This design comes from an exercise in tuning for small area, a short achievable clock period and few clock cycles on the open sky130 flow, not from production work.
In this exercise RTL edits were held to simulation tests only and were not proved equivalent to the original.

==> inputs of 04-19 <==
==> flow/design.v (excerpt) <==
module rs_codec (
    input  wire       clk,
    input  wire       rst,
    output wire       ready,
    input  wire       start,
    input  wire       mode,
    input  wire [4:0] k,
    input  wire [7:0] len,
    input  wire       in_valid,
    input  wire [7:0] in_data,
    output wire       in_ready,
    output reg        out_valid,
    output wire [7:0] out_pos,
    output wire [7:0] out_val,
    output reg        done,
    output reg        ok,
    output reg  [3:0] nerr
);
clock: 10.0 ns
lec_check: 0
cap_margin: 20
core_margin: 2
core_utilization: 60
setup_slack_margin: 5
slew_margin: 20
run.sh (not shown) runs the stock make flow with config.mk's settings and CLKGATE_MAP_FILE= SYNTH_SCRIPT=/design/flow/synth_recipe.tcl, a recipe that flattens the netlist after the stock synthesis.
==> 03-08: changes against 04-19 <==
--- a/flow/design.v
+++ b/flow/design.v
@@ -173,16 +173,15 @@
     reg       lc_r;        
     reg       dlnz;        
     reg       pend;        
     reg [7:0] dl;          
     reg [7:0] iv;          
     reg       fp_v;        
-    reg [7:0] fp_pos, fp_uz;
+    reg [7:0] fp_uz;
     reg       syn_r, enc_r, rot_r, inj_r, wr_r, fsel_r;
     reg       s0_r;        
-    reg [7:0] fp_slot;     
     reg [7:0] R   [0:15];
     reg [7:0] lam [1:8];   
     reg [7:0] bt  [0:7];   
     wire [3:0] t = k_r[4:1];
     assign ready    = st_idle;
     assign in_ready = inr_r;
@@ -205,18 +204,14 @@
     reg  [7:0] uval;          
     reg  [7:0] inv_in, inv_out;
     reg  [7:0] codd_sel;      
     reg  [7:0] fe;            
     integer i;
     always @* begin
-        csum = 8'h01;
-        codd = 8'h00;
-        for (i = 1; i < 9; i = i + 1) begin
-            csum = csum ^ lam[i];
-            if (i % 2 == 1) codd = codd ^ lam[i];
-        end
+        codd = lam[1] ^ lam[3] ^ lam[5] ^ lam[7];
+        csum = codd ^ lam[2] ^ lam[4] ^ lam[6] ^ lam[8] ^ 8'h01;
         uval = 8'h00;
         for (i = 0; i < 8; i = i + 1)
             uval = uval ^ bt[i];
         bus = ({8{st_bma}} & iv) | ({8{st_bmb | st_chn}} & dl) | ({8{st_fb}} & fb);
         for (i = 1; i < 9; i = i + 1)
             ym[i] = mode_r ? R[7+i] : fb;
@@ -243,14 +238,15 @@
         dot = R[7];
         for (i = 1; i < 9; i = i + 1)
             dot = dot ^ mp[i];
     end
     wire root = (csum == 8'h00);
     wire step = st_chn;
-    wire [2:0] slot_ix = L[2:0] - 3'd1 - oc[2:0];
+    wire [2:0] slot_ix = L[2:0] - oc[2:0];
     wire [7:0] slot_oh = 8'h01 << slot_ix;
+    wire [7:0] wr_pos  = st_fw ? cnt : cnt + 8'd1;
     wire len0     = (len_r == 8'd0);
     wire in2out   = st_in & ((init_r & len0) | (last_r & !mode_r));
     wire in2bma   = st_in & last_r & mode_r;        
     wire uph_fin  = st_uph & ((L > {1'b0, t}) | (L == 5'd0));
     wire uph2chn  = st_uph & !uph_fin & (cnt[3:0] == L[3:0] - 4'd1);
     wire chn2fw   = st_chn & root & (oc + 5'd1 == L);
@@ -356,16 +352,14 @@
                 end
             end
             if (st_chn) begin
                 dl <= np[1];
                 if (root) begin
                     fp_v    <= 1'b1;
-                    fp_pos  <= cnt;
                     fp_uz   <= np[0];
                     iv      <= inv_out;
-                    fp_slot <= slot_oh;
                     oc      <= oc + 5'd1;
                 end
                 if (chn2fw) begin
                 end else if (pos0) begin
                     done    <= 1'b1;
                     ok      <= 1'b0;
@@ -399,76 +393,64 @@
             st_chn  <= n_chn;
             st_fw   <= n_fw;
             st_out  <= n_out;
         end
     end
     wire r_syn  = syn_r;
+    wire       b_cp  = st_bmb & dlnz & lc_r;      
+    wire       b_sh  = st_bmb & !(dlnz & lc_r);   
+    wire       b_sc  = st_bma & pend;             
+    reg  [7:0] lam_nx [1:8];
+    reg  [7:0] bt_nx  [0:7];
+    reg  [7:0] bt_en;
+    always @* begin
+        for (i = 1; i < 9; i = i + 1)
+            lam_nx[i] = ({8{init_r & !mode_r}} & gen[8*(i+7) +: 8])
+                      | ({8{st_bmb}} & (lam[i] ^ np[i-1]))
+                      | ({8{step}} & gf_mul(lam[i], ALPHA_NEG[8*i +: 8]));
+        for (i = 0; i < 8; i = i + 1) begin
+            bt_nx[i] = ({8{init_r & !mode_r}} & gen[8*i +: 8])
+                     | ({8{b_sc}} & np[i])
+                     | ({8{st_uph & (cnt[2:0] == i[2:0])}} & dot)
+                     | ({8{step}} & gf_mul(bt[i], ALPHA_NEG[8*i +: 8]));
+            if (i == 0)
+                bt_nx[i] = bt_nx[i] | {7'd0, (init_r & mode_r) | b_cp};
+            else
+                bt_nx[i] = bt_nx[i] | ({8{b_cp}} & lam[i]) | ({8{b_sh}} & bt[i-1]);
+            bt_en[i] = init_r | b_sc | st_bmb | step
+                     | (st_uph & ((cnt[2:0] == i[2:0]) | (cnt[2:0] == 3'd0)));
+        end
+    end
+    wire r_sh   = enc_r | rot_r;        
+    reg  [7:0] ra [0:15];
+    reg  [7:0] rb [0:15];
+    always @* begin
+        for (i = 0; i < 16; i = i + 1) begin
+            ra[i] = ({8{syn_r}} & gf_mul(R[i], ALPHA_POS[8*((i < 8) ? (7-i) : (23-i)) +: 8]))
+                  | ({8{r_sh}} & ((i == 0) ? ({8{rot_r}} & R[15]) : R[(i+15)%16]));
+            rb[i] = ({8{syn_r}} & d_r) | ({8{enc_r}} & ((i < 8) ? np[i] : mp[i-7]));
+        end
+        if (inj_r) ra[7] = 8'h00;
+    end
     wire r_enc  = enc_r;
     wire r_rot  = rot_r;
     wire inject = inj_r;
     wire r_wr   = wr_r;
     always @(posedge clk) begin
-        if (init_r) begin
+        if (init_r | r_syn | r_enc | r_rot) begin
             for (i = 0; i < 16; i = i + 1)
-                R[i] <= 8'h00;
-        end else if (r_syn) begin
-            for (i = 0; i < 8; i = i + 1)
-                R[i] <= gf_mul(R[i], ALPHA_POS[8*(7-i) +: 8]) ^ d_r;
-            for (i = 8; i < 16; i = i + 1)
-                R[i] <= gf_mul(R[i], ALPHA_POS[8*(23-i) +: 8]) ^ d_r;
-        end else if (r_enc) begin
-            R[0] <= np[0];
-            for (i = 1; i < 8; i = i + 1)
-                R[i] <= R[i-1] ^ np[i];
-            for (i = 8; i < 16; i = i + 1)
-                R[i] <= R[i-1] ^ mp[i-7];
-        end else if (r_rot) begin
-            R[0] <= R[15];
-            for (i = 1; i < 16; i = i + 1)
-                R[i] <= R[i-1];
-            if (inject) R[7] <= 8'h00;
+                R[i] <= ra[i] ^ rb[i];
         end else if (r_wr) begin
             for (i = 0; i < 8; i = i + 1)
-                if (fp_slot[i]) begin
-                    R[7-i]  <= fp_pos;
+                if (slot_oh[i]) begin
+                    R[7-i]  <= wr_pos;
                     R[15-i] <= fe;
                 end
         end
-        if (init_r) begin
+        if (init_r | st_bmb | step)
             for (i = 1; i < 9; i = i + 1)
-                lam[i] <= mode_r ? 8'h00 : gen[8*(i+7) +: 8];
-        end else if (st_bmb) begin
-            for (i = 1; i < 9; i = i + 1)
-                lam[i] <= lam[i] ^ np[i-1];
-        end else if (step) begin
-            for (i = 1; i < 9; i = i + 1)
-                lam[i] <= gf_mul(lam[i], ALPHA_NEG[8*i +: 8]);
-        end
-        if (init_r) begin
-            for (i = 0; i < 8; i = i + 1)
-                bt[i] <= mode_r ? ((i == 0) ? 8'h01 : 8'h00) : gen[8*i +: 8];
-        end else if (st_bma) begin
-            if (pend)
-                for (i = 0; i < 8; i = i + 1)
-                    bt[i] <= np[i];
-        end else if (st_bmb) begin
-            if (dlnz && lc_r) begin
-                bt[0] <= 8'h01;
-                for (i = 1; i < 8; i = i + 1)
-                    bt[i] <= lam[i];
-            end else begin
-                bt[0] <= 8'h00;
-                for (i = 1; i < 8; i = i + 1)
-                    bt[i] <= bt[i-1];
-            end
-        end else if (st_uph) begin
-            for (i = 0; i < 8; i = i + 1)
-                if (cnt[2:0] == i[2:0])
-                    bt[i] <= dot;
-                else if (cnt[2:0] == 3'd0)
-                    bt[i] <= 8'h00;
-        end else if (step) begin
-            for (i = 0; i < 8; i = i + 1)
-                bt[i] <= gf_mul(bt[i], ALPHA_NEG[8*i +: 8]);
-        end
+                lam[i] <= lam_nx[i];
+        for (i = 0; i < 8; i = i + 1)
+            if (bt_en[i])
+                bt[i] <= bt_nx[i];
     end
 endmodule
==> 03-21: changes against 04-19 <==
--- a/flow/design.v
+++ b/flow/design.v
@@ -173,16 +173,15 @@
     reg       lc_r;        
     reg       dlnz;        
     reg       pend;        
     reg [7:0] dl;          
     reg [7:0] iv;          
     reg       fp_v;        
-    reg [7:0] fp_pos, fp_uz;
+    reg [7:0] fp_uz;
     reg       syn_r, enc_r, rot_r, inj_r, wr_r, fsel_r;
     reg       s0_r;        
-    reg [7:0] fp_slot;     
     reg [7:0] R   [0:15];
     reg [7:0] lam [1:8];   
     reg [7:0] bt  [0:7];   
     wire [3:0] t = k_r[4:1];
     assign ready    = st_idle;
     assign in_ready = inr_r;
@@ -205,18 +204,14 @@
     reg  [7:0] uval;          
     reg  [7:0] inv_in, inv_out;
     reg  [7:0] codd_sel;      
     reg  [7:0] fe;            
     integer i;
     always @* begin
-        csum = 8'h01;
-        codd = 8'h00;
-        for (i = 1; i < 9; i = i + 1) begin
-            csum = csum ^ lam[i];
-            if (i % 2 == 1) codd = codd ^ lam[i];
-        end
+        codd = lam[1] ^ lam[3] ^ lam[5] ^ lam[7];
+        csum = codd ^ lam[2] ^ lam[4] ^ lam[6] ^ lam[8] ^ 8'h01;
         uval = 8'h00;
         for (i = 0; i < 8; i = i + 1)
             uval = uval ^ bt[i];
         bus = ({8{st_bma}} & iv) | ({8{st_bmb | st_chn}} & dl) | ({8{st_fb}} & fb);
         for (i = 1; i < 9; i = i + 1)
             ym[i] = mode_r ? R[7+i] : fb;
@@ -243,14 +238,15 @@
         dot = R[7];
         for (i = 1; i < 9; i = i + 1)
             dot = dot ^ mp[i];
     end
     wire root = (csum == 8'h00);
     wire step = st_chn;
-    wire [2:0] slot_ix = L[2:0] - 3'd1 - oc[2:0];
+    wire [2:0] slot_ix = L[2:0] - oc[2:0];
     wire [7:0] slot_oh = 8'h01 << slot_ix;
+    wire [7:0] wr_pos  = st_fw ? cnt : cnt + 8'd1;
     wire len0     = (len_r == 8'd0);
     wire in2out   = st_in & ((init_r & len0) | (last_r & !mode_r));
     wire in2bma   = st_in & last_r & mode_r;        
     wire uph_fin  = st_uph & ((L > {1'b0, t}) | (L == 5'd0));
     wire uph2chn  = st_uph & !uph_fin & (cnt[3:0] == L[3:0] - 4'd1);
     wire chn2fw   = st_chn & root & (oc + 5'd1 == L);
@@ -356,16 +352,14 @@
                 end
             end
             if (st_chn) begin
                 dl <= np[1];
                 if (root) begin
                     fp_v    <= 1'b1;
-                    fp_pos  <= cnt;
                     fp_uz   <= np[0];
                     iv      <= inv_out;
-                    fp_slot <= slot_oh;
                     oc      <= oc + 5'd1;
                 end
                 if (chn2fw) begin
                 end else if (pos0) begin
                     done    <= 1'b1;
                     ok      <= 1'b0;
@@ -399,76 +393,64 @@
             st_chn  <= n_chn;
             st_fw   <= n_fw;
             st_out  <= n_out;
         end
     end
     wire r_syn  = syn_r;
+    wire       b_cp  = st_bmb & dlnz & lc_r;      
+    wire       b_sh  = st_bmb & !(dlnz & lc_r);   
+    wire       b_sc  = st_bma & pend;             
+    reg  [7:0] lam_nx [1:8];
+    reg  [7:0] bt_nx  [0:7];
+    reg  [7:0] bt_en;
+    always @* begin
+        for (i = 1; i < 9; i = i + 1)
+            lam_nx[i] = ({8{init_r & !mode_r}} & gen[8*(i+7) +: 8])
+                      | ({8{st_bmb}} & (lam[i] ^ np[i-1]))
+                      | ({8{step}} & gf_mul(lam[i], ALPHA_NEG[8*i +: 8]));
+        for (i = 0; i < 8; i = i + 1) begin
+            bt_nx[i] = ({8{init_r & !mode_r}} & gen[8*i +: 8])
+                     | ({8{b_sc}} & np[i])
+                     | ({8{st_uph & (cnt[2:0] == i[2:0])}} & dot)
+                     | ({8{step}} & gf_mul(bt[i], ALPHA_NEG[8*i +: 8]));
+            if (i == 0)
+                bt_nx[i] = bt_nx[i] | {7'd0, (init_r & mode_r) | b_cp};
+            else
+                bt_nx[i] = bt_nx[i] | ({8{b_cp}} & lam[i]) | ({8{b_sh}} & bt[i-1]);
+            bt_en[i] = init_r | b_sc | st_bmb | step
+                     | (st_uph & ((cnt[2:0] == i[2:0]) | (cnt[2:0] == 3'd0)));
+        end
+    end
+    wire r_sh   = enc_r | rot_r;        
+    reg  [7:0] ra [0:15];
+    reg  [7:0] rb [0:15];
+    always @* begin
+        for (i = 0; i < 16; i = i + 1) begin
+            ra[i] = ({8{syn_r}} & gf_mul(R[i], ALPHA_POS[8*((i < 8) ? (7-i) : (23-i)) +: 8]))
+                  | ({8{r_sh}} & ((i == 0) ? ({8{rot_r}} & R[15]) : R[(i+15)%16]));
+            rb[i] = ({8{syn_r}} & d_r) | ({8{enc_r}} & ((i < 8) ? np[i] : mp[i-7]));
+        end
+        if (inj_r) ra[7] = 8'h00;
+    end
     wire r_enc  = enc_r;
     wire r_rot  = rot_r;
     wire inject = inj_r;
     wire r_wr   = wr_r;
     always @(posedge clk) begin
-        if (init_r) begin
+        if (init_r | r_syn | r_enc | r_rot) begin
             for (i = 0; i < 16; i = i + 1)
-                R[i] <= 8'h00;
-        end else if (r_syn) begin
-            for (i = 0; i < 8; i = i + 1)
-                R[i] <= gf_mul(R[i], ALPHA_POS[8*(7-i) +: 8]) ^ d_r;
-            for (i = 8; i < 16; i = i + 1)
-                R[i] <= gf_mul(R[i], ALPHA_POS[8*(23-i) +: 8]) ^ d_r;
-        end else if (r_enc) begin
-            R[0] <= np[0];
-            for (i = 1; i < 8; i = i + 1)
-                R[i] <= R[i-1] ^ np[i];
-            for (i = 8; i < 16; i = i + 1)
-                R[i] <= R[i-1] ^ mp[i-7];
-        end else if (r_rot) begin
-            R[0] <= R[15];
-            for (i = 1; i < 16; i = i + 1)
-                R[i] <= R[i-1];
-            if (inject) R[7] <= 8'h00;
+                R[i] <= ra[i] ^ rb[i];
         end else if (r_wr) begin
             for (i = 0; i < 8; i = i + 1)
-                if (fp_slot[i]) begin
-                    R[7-i]  <= fp_pos;
+                if (slot_oh[i]) begin
+                    R[7-i]  <= wr_pos;
                     R[15-i] <= fe;
                 end
         end
-        if (init_r) begin
+        if (init_r | st_bmb | step)
             for (i = 1; i < 9; i = i + 1)
-                lam[i] <= mode_r ? 8'h00 : gen[8*(i+7) +: 8];
-        end else if (st_bmb) begin
-            for (i = 1; i < 9; i = i + 1)
-                lam[i] <= lam[i] ^ np[i-1];
-        end else if (step) begin
-            for (i = 1; i < 9; i = i + 1)
-                lam[i] <= gf_mul(lam[i], ALPHA_NEG[8*i +: 8]);
-        end
-        if (init_r) begin
-            for (i = 0; i < 8; i = i + 1)
-                bt[i] <= mode_r ? ((i == 0) ? 8'h01 : 8'h00) : gen[8*i +: 8];
-        end else if (st_bma) begin
-            if (pend)
-                for (i = 0; i < 8; i = i + 1)
-                    bt[i] <= np[i];
-        end else if (st_bmb) begin
-            if (dlnz && lc_r) begin
-                bt[0] <= 8'h01;
-                for (i = 1; i < 8; i = i + 1)
-                    bt[i] <= lam[i];
-            end else begin
-                bt[0] <= 8'h00;
-                for (i = 1; i < 8; i = i + 1)
-                    bt[i] <= bt[i-1];
-            end
-        end else if (st_uph) begin
-            for (i = 0; i < 8; i = i + 1)
-                if (cnt[2:0] == i[2:0])
-                    bt[i] <= dot;
-                else if (cnt[2:0] == 3'd0)
-                    bt[i] <= 8'h00;
-        end else if (step) begin
-            for (i = 0; i < 8; i = i + 1)
-                bt[i] <= gf_mul(bt[i], ALPHA_NEG[8*i +: 8]);
-        end
+                lam[i] <= lam_nx[i];
+        for (i = 0; i < 8; i = i + 1)
+            if (bt_en[i])
+                bt[i] <= bt_nx[i];
     end
 endmodule
- CAP_MARGIN: 20 -> 35
- CORE_UTILIZATION: 60 -> 50
- SLEW_MARGIN: 20 -> 35
==> impl_metrics.yaml <==
worst_setup_path:
  required_ns: 10.39
  crit_arrival_ns: 5.46
synthesis:
  synthMuxAreaShare_pct: 3.70
status:
  outcome: "no timing/DRC/antenna violations"
placement:
  hpwl_um: 140000
# the run above: 03-08

==> impl_metrics.yaml <==
status:
  outcome: "no timing/DRC/antenna violations"
placement:
  hpwl_um: 150000
drt:
  wl_met3_um: 28000
worst_setup_path:
  crit_arrival_ns: 5.48
  required_ns: 10.33
clocking:
  clock_sinks: 361
# the run above: 03-21

==> impl_metrics.yaml <==
status:
  outcome: "no timing/DRC/antenna violations"
synthesis:
  synth_cell_types: 91
  synthMuxAreaShare_pct: 4.40
clocking:
  cts_buffer_depth: 3
worst_setup_path:
  crit_arrival_ns: 3.13
# the run above: 04-19

Testbench counts of 04-19, summed over its fixed seeds: cycles 69,930.
Testbench counts of 03-08, summed over its fixed seeds: cycles 69,930.
Testbench counts of 03-21, summed over its fixed seeds: cycles 69,930.

separate check: timing with driven ports:
In the flow no input, the clock included, has a driving cell. The finished layouts below were timed again as built, in two steps.
Step 1 assumes that a clkbuf_16 drives the clock port and a buf_2 every other input.
Step 2 adds t to the input delays and takes it off the output delays; t is the mean of the earliest and latest rising clock arrival at the registers after step 1. Input paths then give back, and output paths get back, about the clock's delay inside the block.
Three values: no drivers, after step 1, after step 2; two values: the first two.
run | t, ns | slack for setup (ns) | hold slack, ns | slew at the worst register clock pin (ns) | cell pins on the clock port's net
04-19 | 0.726 | 4.873 / 4.797 / 4.879 | 0.502 / 0.502 / 0.502 | 0.07 / 0.07 | 1
03-08 | 0.688 | 4.923 / 4.923 / 4.923 | 0.485 / 0.485 / 0.485 | 0.07 / 0.07 | 1
03-21 | 0.714 | 4.854 / 4.854 / 4.854 | 0.484 / 0.484 / 0.484 | 0.07 / 0.07 | 1
After both steps every run listed still meets setup and hold.
